From an optimization exercise on the open Yosys and OpenROAD flow, aimed at small area, a short achievable clock period and few clock cycles per item; shortcuts taken in it are not production practice.
Only simulation tests tie the RTL to the original design; equivalence was not proved.

==> flow/design.v, too long to show whole: its modules and the start of the top module <==
// module curve_cal: 90 lines
// module cc_in: 11 lines
// module cc_front: 53 lines
// module cc_back: 31 lines
// module cc_mul17: 1504 lines
module curve_cal (
    input  wire        clk,
    input  wire        rst,
    input  wire        in_valid,
    output wire        in_ready,
    input  wire [15:0] in_raw_x,
    input  wire [15:0] in_raw_y,
    input  wire [31:0] in_hoff,
    input  wire [31:0] in_voff,
    input  wire [63:0] in_xscale,
    input  wire [63:0] in_yscale,
    output wire        out_valid,
    input  wire        out_ready,
    output wire [31:0] out_coord_x,
    output wire [31:0] out_coord_y,
    output wire [63:0] out_x,
    output wire [63:0] out_y
);
  // ...
==> flow/run.sh <==
#!/bin/bash
# synth_recipe.tcl (not shown) runs the flow's synth.tcl, then flattens the netlist and writes it again
# the make line also repeats each setting of config.mk as NAME=value (left out here)
make -C /OpenROAD-flow-scripts/flow DESIGN_CONFIG=/design/flow/config.mk WORK_HOME=/design/flow/orfs CLKGATE_MAP_FILE= SYNTH_SCRIPT=/design/flow/synth_recipe.tcl finish
==> flow/config.mk <==
export PLATFORM = sky130hd
export DESIGN_NAME = curve_cal
export DESIGN_NICKNAME = curve_cal
export VERILOG_FILES = /design/flow/design.v
export SDC_FILE = /design/flow/constraint.sdc
export NUM_CORES = 4
export LEC_CHECK = 0
export ABC_AREA = 1
export CAP_MARGIN = 20
export CORE_MARGIN = 2
export CORE_UTILIZATION = 40
export SLEW_MARGIN = 20
==> flow/constraint.sdc <==
create_clock -name core_clock -period 40.0 [get_ports {clk}]
set_input_delay 8.0000 -clock core_clock [delete_from_list [all_inputs] [get_ports {clk}]]
set_output_delay 8.0000 -clock core_clock [all_outputs]
set_load 0.01 [all_outputs]
==> reports/results.txt, run 1 <==
CTS HTree Levels = 3
Min Hold Slack = 0.4166 ns
Final hold violations = 0
HP Class = reg -> reg
Hold-critical path endpoint = s2x_q[2]
Area share of fa/ha/maj cells after synthesis = 22.06%
Vias in the first global route = 86,373
Crit path kind = reg -> reg
Largest cells by area after synthesis = edfxtp_1 (21%), fa_1 (17%), xor2_1 (9.0%)
Cells after synthesis = 11,874
Fraction of layout cells with a size suffix above 1 = 4.653%
Outcome = finished clean
PostCTS Resize Cnt = 0
DR iter-0 viols = 8,202
Sequential cells = 865
Grt ovf = 0
CP Data Arrival Time = 11.20 ns
Worst R2R Path Depth = 37
Crit. Startpoint = ph
Highest routed layer = met5
Post-Synth XOR/XNOR Area = 9.958%
FF+latch area = 23,990 sq um
Worst setup SP type = flop
WL met2 = 172,400 um
Testbench counts, summed over its fixed seeds: cycles 2,072, items 2,048.
==> inputs of run 2 (changes only) <==
==> flow/flow/run.sh (new file) <==
#!/bin/bash
set -euo pipefail
export SETUP_SLACK_MARGIN=30
bash standard.sh finish > standard_flow.log 2>&1
==> flow/standard.sh (new file) <==
#!/bin/bash
# synth_recipe.tcl (not shown) runs the flow's synth.tcl, then flattens the netlist and writes it again
# the make line also repeats each setting of config.mk as NAME=value (left out here)
make -C /OpenROAD-flow-scripts/flow DESIGN_CONFIG=/design/flow/config.mk WORK_HOME=/design/flow/orfs CLKGATE_MAP_FILE= SYNTH_SCRIPT=/design/flow/synth_recipe.tcl "${@:-finish}"
removed: flow/run.sh
==> run 2 against run 1 <==
  * Worst hold slack improved by 0.0032 ns
  * Still clean on timing, DRC and antenna
  * Clock-buffer cell count fell by 11
  * Critical path depth fell by 18
  * Highest routed layer unchanged
  * Sequential share of layout area fell by 0.16 points
  * Flip-flop and latch count did not move
  * Global-route usage fell by 0.25 points
  * Cell count rose by 0.28%
  * Non-clock buffer count rose by 39
  * Via count rose by 0.29%
  * Register-to-register slack improved by 1.1 ns
  * Critical path type is now in -> reg
==> reports/results.txt, run 2 <==
Global Route met2 Usage = 47.52% (was 49.16%)
Post-layout util = 44.97% (was 44.66%)
TritonCTS clock tree = yes (unchanged)
Global-route wire length before repair = 544,700 um (was 547,300 um)
Slew Viols, Final = 0 (unchanged)
Fraction of layout cells with a size suffix above 1 = 5.346% (was 4.653%)
Number of fill cells = 23,694 (was 23,897)
Clock Latency Late Sink = 0.80 ns (was 0.79 ns)
Antenna violations before repair = 11 (was 17)
Met3 Use GR = 4.731% (was 4.122%)
Largest cells by area after synthesis = edfxtp_1 (21%), fa_1 (17%), xor2_1 (9.0%) (unchanged)
CTS Sinks = 865 (unchanged)
Synth top area share = 20.84% (unchanged)
Fraction of registers with async set/reset = 0% (unchanged)
Final setup TNS = 0 ns (unchanged)
Die height = 493.8 um (unchanged)
Final worst slack = 30.05 ns (was 29.31 ns)
DRT antenna net count = 0 (unchanged)
First-pass DRT Iterations = 8 (unchanged)
Width of the chip = 493.8 um (unchanged)
Largest net degree at the start of global routing = 129 (was 107)
DR iter-0 viols = 9,222 (was 8,202)
Ports = 422 (unchanged)
CP max FO = 2 (was 53)
Final setup violating endpoints = 0 (unchanged)
FF+latch area = 23,990 sq um (unchanged)
Cell taking the most area after synthesis = edfxtp_1 (unchanged)
Clock tree buffer depth = 3 (unchanged)
Layout area overhead = 11.69% (was 10.92%)
Most frequent cells after synthesis = nand2_1 (1,925), inv_1 (1,764), xor2_1 (985), o22ai_1 (968), fa_1 (836) (unchanged)
Root buf cell = clkbuf_16 (unchanged)
WL/cell = 24.03 um (was 24.25 um)
Final hold violations = 0 (unchanged)
Count of cell types in the netlist = 75 (unchanged)
Cells after synthesis = 11,874 (unchanged)
Dominant synthesized flop cell = edfxtp_1 (unchanged)
Vias/cell = 5.674 (about the same)
Final GP Congestion = 0.9968 (was 0.9679)
Most frequent cell after synthesis = nand2_1 (unchanged)
GRT met1 Usage = 36.71% (was 36.79%)
Synthesized cell area = 95,950 sq um (unchanged)
Cell Chain, Critical Path = dlygate4sd2_1 -> ha_4 -> a31oi_2 -> nor2_1 -> o21ai_1 -> nand2_1 -> a21o_1 -> a21oi_2 -> buf_4 -> buf_4 -> buf_4 -> buf_4 -> buf_4 -> buf_4 -> buf_4 -> buf_4 -> buf_4 -> buf_4 -> xnor2_1
Sequential area share after synthesis = 24.99% (unchanged)
Number of max-cap violations = 0 (unchanged)
Grt ovf = 0 (unchanged)
Worst slew margin = 27.04% (was 20.39%)
Row Count = 179 (unchanged)
Commonest non-fill, non-tap cell in the layout = nand2_1 (unchanged)
Syn_area_per_cell = 8.081 sq um (unchanged)
Port bufs = 421 (unchanged)
Detailed Route WL = 364,900 um (was 367,200 um)
EDFF count, synth = 666 (unchanged)
CTS HTree Levels = 3 (unchanged)
Mapped Nets = 13,292 (unchanged)
Yosys warnings = 3 (unchanged)
Slew @ Worst Pin = 1.094 ns (was 1.182 ns)
Most Frequent Cell on Critical Path = buf_4 (was a21oi_1)
HP Class = reg -> reg (unchanged)
Layout net count = 13,339 (was 13,300)
Most frequent cells in the layout = nand2_1 (1,916), inv_1 (1,748), xor2_1 (985) (was nand2_1 (1,923), inv_1 (1,755), xor2_1 (985))
DP HPWL = 274,200 um (was 279,300 um)
Post-route cell area = 107,200 sq um (was 106,400 sq um)
CP endpoint kind = flop (unchanged)
Worst Skew = 0.08495 ns (was 0.07078 ns)
Multi-input logic area = 62,380 sq um (was 62,160 sq um)
Num CTS Buffers = 102 (was 103)
Cell Area, Placed = 102,900 sq um (was 102,800 sq um)
Post-layout minimum cycle time = 9.948 ns (was 10.69 ns)
Period Utilization, post-route = 24.87% (was 26.73%)
Via Count = 86,159 (was 85,914)
WHS Path Cells = 0 (unchanged)
Biggest regs = o_q: 192 flops, q_q: 192 flops (unchanged)
Total GRT Usage = 29.27% (was 29.52%)
Max Clock Freq = 100.5 MHz (was 93.54 MHz)
Vias in the first global route = 86,821 (was 86,373)
DRC = 0 (unchanged)
RSZ-0062 raised after global routing = true (was false)
Max incr delay on CP = 0.29 ns (was 0.64 ns)
Core ar. = 238,300 sq um (unchanged)
Worst Path Required = 40.55 ns (was 40.51 ns)
Register clock-pin slew on the reported worst setup and hold paths = 0.06 ns (about the same)
Slowest-stage cell, CP = dlygate4sd2_1 (was dfxtp_4)
Synth Register Bits = 865 (unchanged)
Worst R2R Path Depth = 35 (was 37)
Gr busiest metal = met2 (unchanged)
Outcome = finished clean (unchanged)
CP Data Arrival Time = 10.49 ns (was 11.20 ns)
DP Worst Slack = 28.92 ns (was 28.65 ns)
Starting Density = 40.27% (unchanged)
Crit path kind = in -> reg (was reg -> reg)
DIE AREA = 243,800 sq um (unchanged)
Worst setup SP type = input port (was flop)
[run 2: what timing repair did]
item                                    4_1_cts  5_1_grt
cloned                                        0        1
endpoints found under the setup margin      150       89
gates resized for setup                      18       70
buffers inserted                             24       16
hold buffers                                  0        0
pin swaps                                    13       25
[run 2: cell families (layout without fill, tap and decap cells)]
kind of cell / Yosys count / in the layout / synth area share [%]
buf+inv: 2598 / 2733 / 10.53
mux: 252 / 252 / 2.629
compound gates: 2655 / 2655 / 16.14
flops: 865 / 865 / 24.99
other cells: 0 / 8 / 0
simple gates: 3223 / 3224 / 13.69
xor+xnor: 1091 / 1091 / 9.958
fa+ha+maj: 1190 / 1190 / 22.06
[run 2: metal layers]
| metal | vias up | share of wire, % |
|---|---|---|
| met4 | 4 | 6.9 |
| met1 | 41783 | 40 |
| met5 | - | 0.0085 |
| met3 | 1040 | 7.6 |
| li1 | 39222 | - |
| met2 | 4110 | 46 |
[run 2: per-stage QoR]
stage               hold WS (ns)  std cells
global route              0.4287      15184
global placement          0.4109      14942
finish                    0.4198      15185
floorplan                 0.4003      11874
detailed placement        0.4045      14942
CTS                       0.4194      15159
[run 2: worst max-delay path, delay by kind of cell]
family	cells	cell delay, ns
AO/OA/AOI/OAI	4	0.38
XOR/XNOR	1	0.11
adder cells (fa/ha/maj)	1	0.28
buffers and inverters	11	1.51
AND/OR/NAND/NOR	2	0.22
[run 2: area by class of cell]
class	count	area share (%)
clock inverter	75	0.8919
antenna	8	0.01868
tap	3167	3.697
clock buffer	118	2.484
multi-input combinational	8412	58.21
inverter	1906	6.725
timing repair buffer	634	5.592
sequential	865	22.38
[run 2: path summary, 6_finish.rpt]
path	startpoint	to	slack [ns]
worst max-delay path	in_raw_y[1]	s1y_q[87]	30.05
worst max register to register	s1y_q[89]	s2y_q[107]	30.44
worst min register to register	s1x_q[63]	s2x_q[2]	0.42
worst min-delay path	s1x_q[63]	s2x_q[2]	0.42
==> inputs of run 3 (changes only) <==
==> flow/flow/run.sh (replaced) <==
#!/bin/bash
set -euo pipefail
export SETUP_SLACK_MARGIN=30.5
bash standard.sh finish > standard_flow.log 2>&1
--- a/flow/config.mk
+++ b/flow/config.mk
@@ -8,5 +8,5 @@
 export ABC_AREA = 1
-export CAP_MARGIN = 20
+export CAP_MARGIN = 10
 export CORE_MARGIN = 2
 export CORE_UTILIZATION = 40
-export SLEW_MARGIN = 20
+export SLEW_MARGIN = 10
==> run 3 against run 2 <==
  * Maximum frequency increased by 1.8%
  * Area after synthesis unchanged
  * Routed wire length increased by 0.34%
  * Final area increased by 0.15%
  * Die area unchanged
  * Highest routed layer unchanged
  * Largest cell class unchanged
  * Global-route usage increased by 0.050 points
  * Clock skew decreased by 0.021 ns
  * Non-clock buffer count increased by 19
==> reports/results.txt, run 3 <==
EDFF count, synth = 666 (unchanged)
CP endpoint kind = flop (unchanged)
Number of max-cap violations = 0 (unchanged)
RSZ-0062 raised after global routing = true (unchanged)
Synth Register Bits = 865 (unchanged)
Root buf cell = clkbuf_16 (unchanged)
DRC = 0 (unchanged)
Post-layout minimum cycle time = 9.768 ns (was 9.948 ns)
WL/cell = 24.07 um (was 24.03 um)
Biggest regs = o_q: 192 flops, q_q: 192 flops (unchanged)
Register clock-pin slew on the reported worst setup and hold paths = 0.06 ns (about the same)
Max Clock Freq = 102.4 MHz (was 100.5 MHz)
Num CTS Buffers = 105 (was 102)
Synthesized cell area = 95,950 sq um (unchanged)
Syn_area_per_cell = 8.081 sq um (unchanged)
Mapped Nets = 13,292 (unchanged)
Fraction of layout cells with a size suffix above 1 = 6.489% (was 5.346%)
Synth top area share = 20.84% (unchanged)
Clock tree buffer depth = 3 (unchanged)
DP Worst Slack = 28.57 ns (was 28.92 ns)
Most frequent cells after synthesis = nand2_1 (1,925), inv_1 (1,764), xor2_1 (985), o22ai_1 (968), fa_1 (836) (unchanged)
Total GRT Usage = 29.32% (was 29.27%)
Final worst slack = 30.23 ns (was 30.05 ns)
DRT antenna net count = 0 (unchanged)
Cell Area, Placed = 103,000 sq um (was 102,900 sq um)
Slew Viols, Final = 0 (unchanged)
Largest net degree at the start of global routing = 149 (was 129)
CTS Sinks = 865 (unchanged)
Clock Latency Late Sink = 0.81 ns (was 0.80 ns)
Core ar. = 238,300 sq um (unchanged)
CP endpoint = s1y_q[85] (was s1y_q[87])
Final GP Congestion = 0.9761 (was 0.9968)
Die height = 493.8 um (unchanged)
HP Class = reg -> reg (unchanged)
Worst R2R Path Depth = 39 (was 35)
DR iter-0 viols = 8,627 (was 9,222)
Ports = 422 (unchanged)
Fraction of registers with async set/reset = 0% (unchanged)
Crit path kind = in -> reg (unchanged)
Final setup TNS = 0 ns (unchanged)
Port bufs = 421 (unchanged)
CTS HTree Levels = 3 (unchanged)
Starting Density = 40.27% (unchanged)
Layout net count = 13,362 (was 13,339)
Slew @ Worst Pin = 1.437 ns (was 1.094 ns)
Antenna violations before repair = 18 (was 11)
Most frequent cell after synthesis = nand2_1 (unchanged)
Crit. Startpoint = in_raw_y[2] (was in_raw_y[1])
Cells after synthesis = 11,874 (unchanged)
Via Count = 86,449 (was 86,159)
Width of the chip = 493.8 um (unchanged)
Final hold violations = 0 (unchanged)
CP Data Arrival Time = 10.30 ns (was 10.49 ns)
Critical R2R Launch = ph (was s1y_q[89])
Commonest non-fill, non-tap cell in the layout = nand2_1 (unchanged)
Number of fill cells = 23,806 (was 23,694)
Vias/cell = 5.683 (was 5.674)
Cts hold-fix bufs = 0 (unchanged)
Most frequent cells in the layout = nand2_1 (1,907), inv_1 (1,741), xor2_1 (984) (was nand2_1 (1,916), inv_1 (1,748), xor2_1 (985))
DP HPWL = 274,300 um (was 274,200 um)
Dominant synthesized flop cell = edfxtp_1 (unchanged)
Period Utilization, post-route = 24.42% (was 24.87%)
Yosys warnings = 3 (unchanged)
TritonCTS clock tree = yes (unchanged)
Cell taking the most area after synthesis = edfxtp_1 (unchanged)
CP max FO = 2 (unchanged)
Worst Path Required = 40.53 ns (was 40.55 ns)
Final setup violating endpoints = 0 (unchanged)
Post-route cell area = 107,300 sq um (was 107,200 sq um)
Worst Skew = 0.06362 ns (was 0.08495 ns)
Vias in the first global route = 87,154 (was 86,821)
Count of cell types in the netlist = 75 (unchanged)
Detailed Route WL = 366,100 um (was 364,900 um)
Sequential area share after synthesis = 24.99% (unchanged)
First-pass DRT Iterations = 7 (was 8)
Global-route wire length before repair = 545,800 um (was 544,700 um)
Layout area overhead = 11.86% (was 11.69%)
Worst slew margin = 3.390% (was 27.04%)
DIE AREA = 243,800 sq um (unchanged)
Largest cells by area after synthesis = edfxtp_1 (21%), fa_1 (17%), xor2_1 (9.0%) (unchanged)
Outcome = finished clean (unchanged)
Row Count = 179 (unchanged)
Worst setup SP type = input port (unchanged)
Reg2reg end = s2y_q[87] (was s2y_q[107])
Grt ovf = 0 (unchanged)
run 3: per-stage QoR:
stage | hold WS [ns] | instances | utilization [%]
floorplan | 0.4003 | 11874 | -
global placement | 0.4082 | 14938 | 43.21
detailed placement | 0.4146 | 14938 | 43.21
CTS | 0.4288 | 15176 | 44.81
global route | 0.4338 | 15209 | 45.04
finish | 0.4249 | 15211 | 45.04
run 3: kinds of logic after synthesis:
group           count (synthesis)  share of synthesized area (%)
compound gates               2655                          16.14
fa+ha+maj                    1190                          22.06
flops                         865                          24.99
xor+xnor                     1091                          9.958
buf+inv                      2598                          10.53
simple gates                 3223                          13.69
mux                           252                          2.629
run 3: area by class of cell:
class	instances	area, sq um	area share, %
timing repair buffer	653	6020	5.608
clock inverter	62	676.9	0.6306
sequential	865	23990	22.35
clock buffer	137	2893	2.695
tap	3167	3963	3.692
multi-input combinational	8413	62540	58.27
antenna	8	20.02	0.01865
inverter	1906	7234	6.740
run 3: critical path, stage by stage:
cell	delay (ns)
buf_6	0.10
ha_4	0.24
a21oi_2	0.13
inv_2	0.05
a31oi_4	0.14
nor2_1	0.06
o21ai_1	0.11
nand2_1	0.09
buf_4	0.14
buf_6	0.11
buf_6	0.11
buf_4	0.12
buf_4	0.12
buf_4	0.12
buf_6	0.10
buf_6	0.10
buf_6	0.10
buf_6	0.10
buf_6	0.11
xor2_2	0.15
run 3: worst min path at each step:
stage	slack, ns	from	end	depth (start not counted)
after floorplan	0.40	s1x_q[63]	s2x_q[2]	0
after global placement	0.41	s1y_q[63]	s2y_q[2]	0
after detailed placement	0.41	s1y_q[63]	s2y_q[2]	0
after CTS	0.43	s1y_q[63]	s2y_q[2]	0
after global routing	0.43	s1x_q[63]	s2x_q[2]	0
final	0.42	s1y_q[63]	s2y_q[2]	0
run 3: routing by layer:
layer | track usage [%] | vias to the layer above | routed length [um]
li1 | - | 39294 | -
met1 | 36.31 | 41826 | 142800
met2 | 48.05 | 4261 | 169700
met3 | 4.908 | 1062 | 28800
met4 | 17.37 | 6 | 24780
met5 | 0 | - | 38
run 3: what timing repair did:
| item | in CTS | in global routing |
|---|---|---|
| pin swaps | 35 | 59 |
| setup endpoints to repair | 426 | 168 |
| cloned | 2 | 1 |
| gates resized for setup | 529 | 140 |
| buffers inserted | 37 | 26 |
==> inputs of run 4 (changes only) <==
==> flow/flow/run.sh (replaced) <==
#!/bin/bash
set -euo pipefail
export SETUP_SLACK_MARGIN=31
bash standard.sh finish > standard_flow.log 2>&1
==> run 4 against run 3 <==
  * Final area grew 0.84%
  * First-iteration DRC count decreased by 1.4%
  * Still clean
  * Worst hold slack about the same
  * Clock-buffer cell count shrank 12
  * Utilization increased by 0.38 points
  * Synthesized cell count is the same
  * Via count increased by 0.42%
==> reports/results.txt, run 4 <==
Post-layout util = 45.42% (was 45.04%)
CTS HTree Levels = 3 (unchanged)
TritonCTS clock tree = yes (unchanged)
WL/cell = 24.42 um (was 24.07 um)
Detailed Route WL = 373,200 um (was 366,100 um)
Via Count = 86,813 (was 86,449)
Post-layout minimum cycle time = 9.703 ns (was 9.768 ns)
Most frequent cell after synthesis = nand2_1 (unchanged)
Synthesized cell area = 95,950 sq um (unchanged)
Cell taking the most area after synthesis = edfxtp_1 (unchanged)
Crit path kind = in -> reg (unchanged)
Width of the chip = 493.8 um (unchanged)
Fraction of registers with async set/reset = 0% (unchanged)
DP Worst Slack = 28.29 ns (was 28.57 ns)
Total GRT Usage = 29.71% (was 29.32%)
RSZ-0062 raised after global routing = true (unchanged)
Most frequent cells in the layout = nand2_1 (1,902), inv_1 (1,736), xor2_1 (980) (was nand2_1 (1,907), inv_1 (1,741), xor2_1 (984))
Worst setup SP type = input port (unchanged)
Worst Skew = 0.08105 ns (was 0.06362 ns)
DR iter-0 viols = 8,504 (was 8,627)
HP Class = reg -> reg (unchanged)
Fraction of layout cells with a size suffix above 1 = 8.666% (was 6.489%)
Clock Latency Late Sink = 0.80 ns (was 0.81 ns)
Most frequent cells after synthesis = nand2_1 (1,925), inv_1 (1,764), xor2_1 (985), o22ai_1 (968), fa_1 (836) (unchanged)
Final worst slack = 30.30 ns (was 30.23 ns)
Clock tree buffer depth = 3 (unchanged)
Yosys warnings = 3 (unchanged)
Cell Chain, Critical Path = buf_6 -> ha_4 -> a21oi_2 -> inv_2 -> a31oi_4 -> nor2_2 -> o21ai_1 -> nand2_1 -> a21o_1 -> a21oi_2 -> o21ai_2 -> a21oi_2 -> o21bai_1 -> nand2_1 -> inv_2 -> nand2_2 -> nand2_4 -> a21oi_2 -> nor2_1 -> nor2_1 -> xor2_1 (was buf_6 -> ha_4 -> a21oi_2 -> inv_2 -> a31oi_4 -> nor2_1 -> o21ai_1 -> nand2_1 -> buf_4 -> buf_6 -> buf_6 -> buf_4 -> buf_4 -> buf_4 -> buf_6 -> buf_6 -> buf_6 -> buf_6 -> buf_6 -> xor2_2)
Port bufs = 421 (unchanged)
Period Utilization, post-route = 24.26% (was 24.42%)
Root buf cell = clkbuf_16 (unchanged)
Top Family by Delay on Critical Path = compound AO/OA/AOI/OAI gates (was buffers and inverters)
Commonest non-fill, non-tap cell in the layout = nand2_1 (unchanged)
Register clock-pin slew on the reported worst setup and hold paths = 0.07 ns (was 0.06 ns)
Starting Density = 40.27% (unchanged)
Slew @ Worst Pin = 1.379 ns (was 1.437 ns)
Dominant synthesized flop cell = edfxtp_1 (unchanged)
Worst Path Required = 40.55 ns (was 40.53 ns)
Slowest-stage cell, CP = ha_4 (unchanged)
Largest cells by area after synthesis = edfxtp_1 (21%), fa_1 (17%), xor2_1 (9.0%) (unchanged)
Final GP Congestion = 0.9789 (was 0.9761)
Synth Register Bits = 865 (unchanged)
Sequential area share after synthesis = 24.99% (unchanged)
Min Hold Slack = 0.4253 ns (was 0.4249 ns)
Syn_area_per_cell = 8.081 sq um (unchanged)
Layout area overhead = 12.81% (was 11.86%)
Grt ovf = 0 (unchanged)
Final setup TNS = 0 ns (unchanged)
Most Frequent Cell on Critical Path = a21oi_2 (was buf_6)
CP Data Arrival Time = 10.26 ns (was 10.30 ns)
CTS Sinks = 865 (unchanged)
Count of cell types in the netlist = 75 (unchanged)
Final setup violating endpoints = 0 (unchanged)
Cts hold-fix bufs = 0 (unchanged)
Ports = 422 (unchanged)
Biggest regs = o_q: 192 flops, q_q: 192 flops (unchanged)
EDFF count, synth = 666 (unchanged)
Layout net count = 13,435 (was 13,362)
Die height = 493.8 um (unchanged)
Global-route wire length before repair = 552,400 um (was 545,800 um)
DIE AREA = 243,800 sq um (unchanged)
Number of max-cap violations = 0 (unchanged)
Row Count = 179 (unchanged)
DRT antenna net count = 0 (unchanged)
Outcome = finished clean (unchanged)
DRC = 0 (unchanged)
Max incr delay on CP = 0.24 ns (about the same)
Number of fill cells = 23,630 (was 23,806)
Num CTS Buffers = 101 (was 105)
Vias/cell = 5.681 (was 5.683)
First-pass DRT Iterations = 7 (unchanged)
Max Clock Freq = 103.1 MHz (was 102.4 MHz)
Cells after synthesis = 11,874 (unchanged)
Mapped Nets = 13,292 (unchanged)
Vias in the first global route = 87,602 (was 87,154)
Core ar. = 238,300 sq um (unchanged)
Worst slew margin = 7.307% (was 3.390%)
Slew Viols, Final = 0 (unchanged)
CP endpoint kind = flop (unchanged)
Final hold violations = 0 (unchanged)
Worst path bufs/invs = 3 (was 13)
DP HPWL = 278,600 um (was 274,300 um)
Antenna violations before repair = 17 (was 18)
CP max FO = 2 (unchanged)
Synth top area share = 20.84% (unchanged)
Largest net degree at the start of global routing = 98 (was 149)
[run 4: cell counts after synthesis]
Identical to the previous run, type by type.
[run 4: what timing repair did]
item	4_1_cts	5_1_grt
setup endpoints to repair	479	333
endpoints found under the hold margin	0	0
gates cloned	12	12
resized for setup	1098	174
setup buffers	90	31
pin swaps	74	71
[run 4: final timing paths]
check	slack [ns]	cells past startpoint	end	from
min	0.43	0	s2x_q[2]	s1x_q[63]
min reg2reg	0.43	0	s2x_q[2]	s1x_q[63]
max reg2reg	31.34	40	s2x_q[107]	ph
max	30.30	21	s1y_q[95]	in_raw_y[2]
[run 4: layer usage]
metal,up-vias,global-route usage [%],share of wire (%)
met4,8,16.83,6.6
met5,-,0,0.016
met3,959,4.333,7.5
met2,4124,48.37,46
li1,39424,-,-
met1,42298,37.76,40
[run 4: worst reg2reg max path: cells and delay by family, from the launching register on]
| family | cells | cell delay [ns] |
|---|---|---|
| simple gates | 13 | 1.32 |
| fa+ha+maj | 4 | 1.89 |
| buf+inv | 7 | 1.13 |
| compound gates | 14 | 2.88 |
| xor+xnor | 2 | 0.71 |
| flops | 1 | 0.44 |
[run 4: final cells by class]
class / instances / area (sq um) / share of cell area [%]
multi-input cells: 8415 / 62920 / 58.13
flip-flops and latches: 865 / 24000 / 22.17
inverters: 1906 / 7271 / 6.717
repair buffers: 728 / 6705 / 6.195
well taps: 3167 / 3963 / 3.661
clock buffers: 125 / 2689 / 2.484
clock inverters: 66 / 679.4 / 0.6277
diodes: 8 / 20.02 / 0.01849
[run 4: stage by stage]
step	std cells	instance area, sq um
2_1_floorplan	11874	96130
3_3_place_gp	14936	102900
3_5_place_dp	14936	102900
4_1_cts	15229	107200
5_1_grt	15277	108200
6_report	15280	108200
[run 4: cell families (layout without fill, tap and decap cells)]
logic type	after synthesis	after routing	share of synthesized area, %
other	0	8	0
buffers and inverters	2598	2825	10.53
AND/OR/NAND/NOR	3223	3227	13.69
multiplexers	252	252	2.629
flip-flops	865	865	24.99
adder cells (fa/ha/maj)	1190	1190	22.06
AO/OA/AOI/OAI	2655	2655	16.14
XOR/XNOR	1091	1091	9.958
==> inputs of run 5 (changes only) <==
==> flow/flow/run.sh (replaced) <==
#!/bin/bash
set -euo pipefail
export SETUP_SLACK_MARGIN=30
bash standard.sh finish > standard_flow.log 2>&1
--- a/flow/config.mk
+++ b/flow/config.mk
@@ -10,3 +10,4 @@
 export CORE_MARGIN = 2
-export CORE_UTILIZATION = 40
+export CORE_UTILIZATION = 50
+export PLACE_DENSITY = 0.75
 export SLEW_MARGIN = 10
==> run 5 against run 4 <==
  * Die area down 20%
  * Critical path depth down 6
  * Via count down 0.31%
  * Worst hold slack better by 0.0028 ns
  * Area after synthesis unchanged
  * Worst setup slack worse by 0.22 ns
  * Final area down 2.3%
  * Maximum frequency down 2.2%
  * Register-to-register slack worse by 0.82 ns
  * Non-clock buffer count down 118
  * Largest cell class unchanged
  * Highest routed layer unchanged
==> reports/results.txt, run 5 <==
Max Clock Freq = 100.8 MHz (was 103.1 MHz)
Synth Register Bits = 865 (unchanged)
Total GRT Usage = 34.09% (was 29.71%)
WL/cell = 23.47 um (was 24.42 um)
DIE AREA = 195,400 sq um (was 243,800 sq um)
Cell taking the most area after synthesis = edfxtp_1 (unchanged)
Cts hold-fix bufs = 0 (unchanged)
CTS Sinks = 865 (unchanged)
Metal3 WL = 28,320 um (was 28,010 um)
Min Hold Slack = 0.4281 ns (was 0.4253 ns)
Num CTS Buffers = 95 (was 101)
Via Count = 86,542 (was 86,813)
Slew @ Worst Pin = 1.320 ns (was 1.379 ns)
Highest routed layer = met5 (unchanged)
Row Count = 160 (was 179)
Layout area overhead = 10.21% (was 12.81%)
Grt ovf = 0 (unchanged)
Final setup violating endpoints = 0 (unchanged)
Commonest non-fill, non-tap cell in the layout = nand2_1 (unchanged)
Mapped Nets = 13,292 (unchanged)
Outcome = finished clean (unchanged)
Layout net count = 13,307 (was 13,435)
Cell Chain, Critical Path = clkdlybuf4s50_1 -> ha_4 -> fa_2 -> nor2_2 -> a211oi_2 -> o21ai_2 -> a21oi_1 -> o21bai_1 -> a21o_1 -> a21oi_2 -> o21ai_2 -> nand3_1 -> nand2_2 -> a21oi_2 -> o21bai_1 (was buf_6 -> ha_4 -> a21oi_2 -> inv_2 -> a31oi_4 -> nor2_2 -> o21ai_1 -> nand2_1 -> a21o_1 -> a21oi_2 -> o21ai_2 -> a21oi_2 -> o21bai_1 -> nand2_1 -> inv_2 -> nand2_2 -> nand2_4 -> a21oi_2 -> nor2_1 -> nor2_1 -> xor2_1)
Final GP Congestion = 0.9972 (was 0.9789)
Synth Area in Simple Gates = 13.69% (unchanged)
Most frequent cells in the layout = nand2_1 (1,909), inv_1 (1,747), xor2_1 (985) (was nand2_1 (1,902), inv_1 (1,736), xor2_1 (980))
HP Class = reg -> reg (unchanged)
Cells after synthesis = 11,874 (unchanged)
Number of max-cap violations = 0 (unchanged)
Detailed Route WL = 340,100 um (was 373,200 um)
DRT antenna net count = 0 (unchanged)
Stages on the worst setup path = 15 (was 21)
Post-Synth XOR/XNOR Area = 9.958% (unchanged)
Max incr delay on CP = 0.51 ns (was 0.24 ns)
Fraction of registers with async set/reset = 0% (unchanged)
Hold-critical path endpoint = s2y_q[2] (was s2x_q[2])
Syn_area_per_cell = 8.081 sq um (unchanged)
Global-route wire length before repair = 517,900 um (was 552,400 um)
WL met2 = 159,300 um (was 171,800 um)
Worst path bufs/invs = 1 (was 3)
Synthesized cell area = 95,950 sq um (unchanged)
RSZ-0062 raised after global routing = false (was true)
Reg2reg end = s2y_q[87] (was s2x_q[107])
Biggest regs = o_q: 192 flops, q_q: 192 flops (unchanged)
Most frequent cells after synthesis = nand2_1 (1,925), inv_1 (1,764), xor2_1 (985), o22ai_1 (968), fa_1 (836) (unchanged)
Fraction of layout cells with a size suffix above 1 = 5.054% (was 8.666%)
Largest cells by area after synthesis = edfxtp_1 (21%), fa_1 (17%), xor2_1 (9.0%) (unchanged)
Area share of fa/ha/maj cells after synthesis = 22.06% (unchanged)
Top Family by Delay on Critical Path = compound AO/OA/AOI/OAI gates (unchanged)
Clock tree buffer depth = 3 (unchanged)
Final setup TNS = 0 ns (unchanged)
Starting Density = 50.40% (was 40.27%)
Port bufs = 421 (unchanged)
Worst R2R Path Depth = 36 (was 40)
First-pass DRT Iterations = 8 (was 7)
DRC = 0 (unchanged)
EDFF count, synth = 666 (unchanged)
CP max FO = 2 (unchanged)
WHS Path Cells = 0 (unchanged)
Final hold violations = 0 (unchanged)
Hold_sp = s1y_q[63] (was s1x_q[63])
Largest net degree at the start of global routing = 98 (unchanged)
Dominant synthesized flop cell = edfxtp_1 (unchanged)
CTS HTree Levels = 3 (unchanged)
Worst Skew = 0.05825 ns (was 0.08105 ns)
Worst slew margin = 11.08% (was 7.307%)
Vias/cell = 5.973 (was 5.681)
Slew Viols, Final = 0 (unchanged)
Met1 WL = 123,400 um (was 148,800 um)
Slowest-stage cell, CP = clkdlybuf4s50_1 (was ha_4)
Post-layout minimum cycle time = 9.925 ns (was 9.703 ns)
Worst Path Required = 40.50 ns (was 40.55 ns)
Count of cell types in the netlist = 75 (unchanged)
Yosys warnings = 3 (unchanged)
TritonCTS clock tree = yes (unchanged)
Vias in the first global route = 87,517 (was 87,602)
DR iter-0 viols = 8,828 (was 8,504)
Period Utilization, post-route = 24.81% (was 24.26%)
Worst setup SP type = input port (unchanged)
Root buf cell = clkbuf_16 (unchanged)
Post-route cell area = 105,800 sq um (was 108,200 sq um)
DP HPWL = 257,300 um (was 278,600 um)
Multiplexer area fraction after synthesis = 2.629% (unchanged)
CP Data Arrival Time = 10.43 ns (was 10.26 ns)
Critical R2R Launch = ph (unchanged)
Synth top area share = 20.84% (unchanged)
Cell Area, Placed = 102,000 sq um (was 102,900 sq um)
Width of the chip = 442.1 um (was 493.8 um)
Core ar. = 190,400 sq um (was 238,300 sq um)
Final non-filler cell total = 14,490 (was 15,280)
Sequential area share after synthesis = 24.99% (unchanged)
CP endpoint kind = flop (unchanged)
Die height = 442.1 um (was 493.8 um)
Placed Cells = 14,274 (was 14,936)
Largest family of logic cells by synthesized area = adder cells (unchanged)
Most frequent cell after synthesis = nand2_1 (unchanged)
Ports = 422 (unchanged)
Clock Latency Late Sink = 0.79 ns (was 0.80 ns)
Number of fill cells = 17,211 (was 23,630)
Antenna violations before repair = 13 (was 17)
Crit path kind = in -> reg (unchanged)
Compound-gate portion of the synthesized area = 16.14% (unchanged)
Register clock-pin slew on the reported worst setup and hold paths = 0.06 ns (was 0.07 ns)
run 5: cell count changes in the layout (fill, tap and decap cells not counted), sizes merged, moves of 6 or more:
| cell | delta |
|---|---|
| buf | -309 |
| bufbuf | -10 |
| bufinv | +6 |
| clkbuf | -34 |
| clkdlybuf4s50 | +218 |
| clkinv | +9 |
| clkinvlp | -19 |
| inv | +8 |
run 5: logic make-up after synthesis:
group | count (synthesis)
AND/OR/NAND/NOR | 3223
AO/OA/AOI/OAI | 2655
flip-flops | 865
multiplexers | 252
XOR/XNOR | 1091
buffers and inverters | 2598
adder cells (fa/ha/maj) | 1190
run 5: worst register-to-register path, delay by kind of cell, from the launching register on:
family,cells,cell delay [ns]
xor+xnor,1,0.19
simple gates,7,1.16
compound gates,16,3.06
buf+inv,7,1.84
flops,1,0.60
fa+ha+maj,5,2.39
run 5: metrics by stage:
stage	setup slack, ns	util [%]
2_1_floorplan	28.65	-
3_3_place_gp	28.81	53.57
3_5_place_dp	28.87	53.57
4_1_cts	29.97	55.40
5_1_grt	29.95	55.55
6_report	30.07	55.55
run 5: what timing repair did:
item,CTS,global route
resized for setup,29,65
endpoints found under the setup margin,60,70
buffers inserted,16,13
pin swaps,18,25
endpoints found under the hold margin,0,0
run 5: cell type report:
class                   count  area (sq um)  area share, %
clock buffers             108          2456          2.322
multi-input cells        8411         62370          58.97
inverters                1906          7202          6.810
diodes                      9         22.52        0.02130
clock inverters            70         854.6         0.8081
flip-flops and latches    865         23990          22.68
well taps                2511          3142          2.971
repair buffers            610          5722          5.410
run 5: worst max-delay path by stage:
stage / endpoint / startpoint / slack (ns)
CTS: s1y_q[95] / in_voff[2] / 29.97
detailed placement: s1y_q[95] / in_voff[1] / 28.87
finish: s1x_q[96] / in_hoff[0] / 30.07
global placement: s1y_q[95] / in_voff[1] / 28.81
global route: s1x_q[95] / in_hoff[2] / 29.95
floorplan: o_q[0] / out_ready / 28.65
run 5: layer usage:
| layer | global-route usage (%) | up-vias |
|---|---|---|
| li1 | - | 39141 |
| met5 | 0 | - |
| met2 | 56.91 | 4871 |
| met1 | 39.70 | 41195 |
| met4 | 24.47 | 2 |
| met3 | 5.824 | 1333 |

-- re-timing with driven ports --
In the flow no input, the clock included, has a driving cell. The finished layouts below were timed again as built, in two steps. Step 1: set_driving_cell puts a clkbuf_16 on clk and a buf_2 on each other input, an assumption about the parent block. Step 2 adds t to the input delays and takes it off the output delays; t is the mean of the earliest and latest rising clock arrival at the registers after step 1. Input paths then give back, and output paths get back, about the clock's delay inside the block. a / b / c = no drivers / after step 1 / after step 2; a / b = the first two.
run	t, ns	setup slack, ns	cell pins on the clock port's net
run 1	0.853	29.310 / 29.310 / 28.606	1
run 2	0.862	30.053 / 29.960 / 29.266	1
run 3	0.887	30.232 / 30.304 / 29.418	1
run 4	0.857	30.297 / 30.321 / 29.490	1
run 5	0.853	30.075 / 30.012 / 29.285	1
After both steps setup and hold are still met in every run listed. For run 3, which loses most, drivers alone change the setup slack by +0.072 ns; drivers and shift together by -0.814 ns.
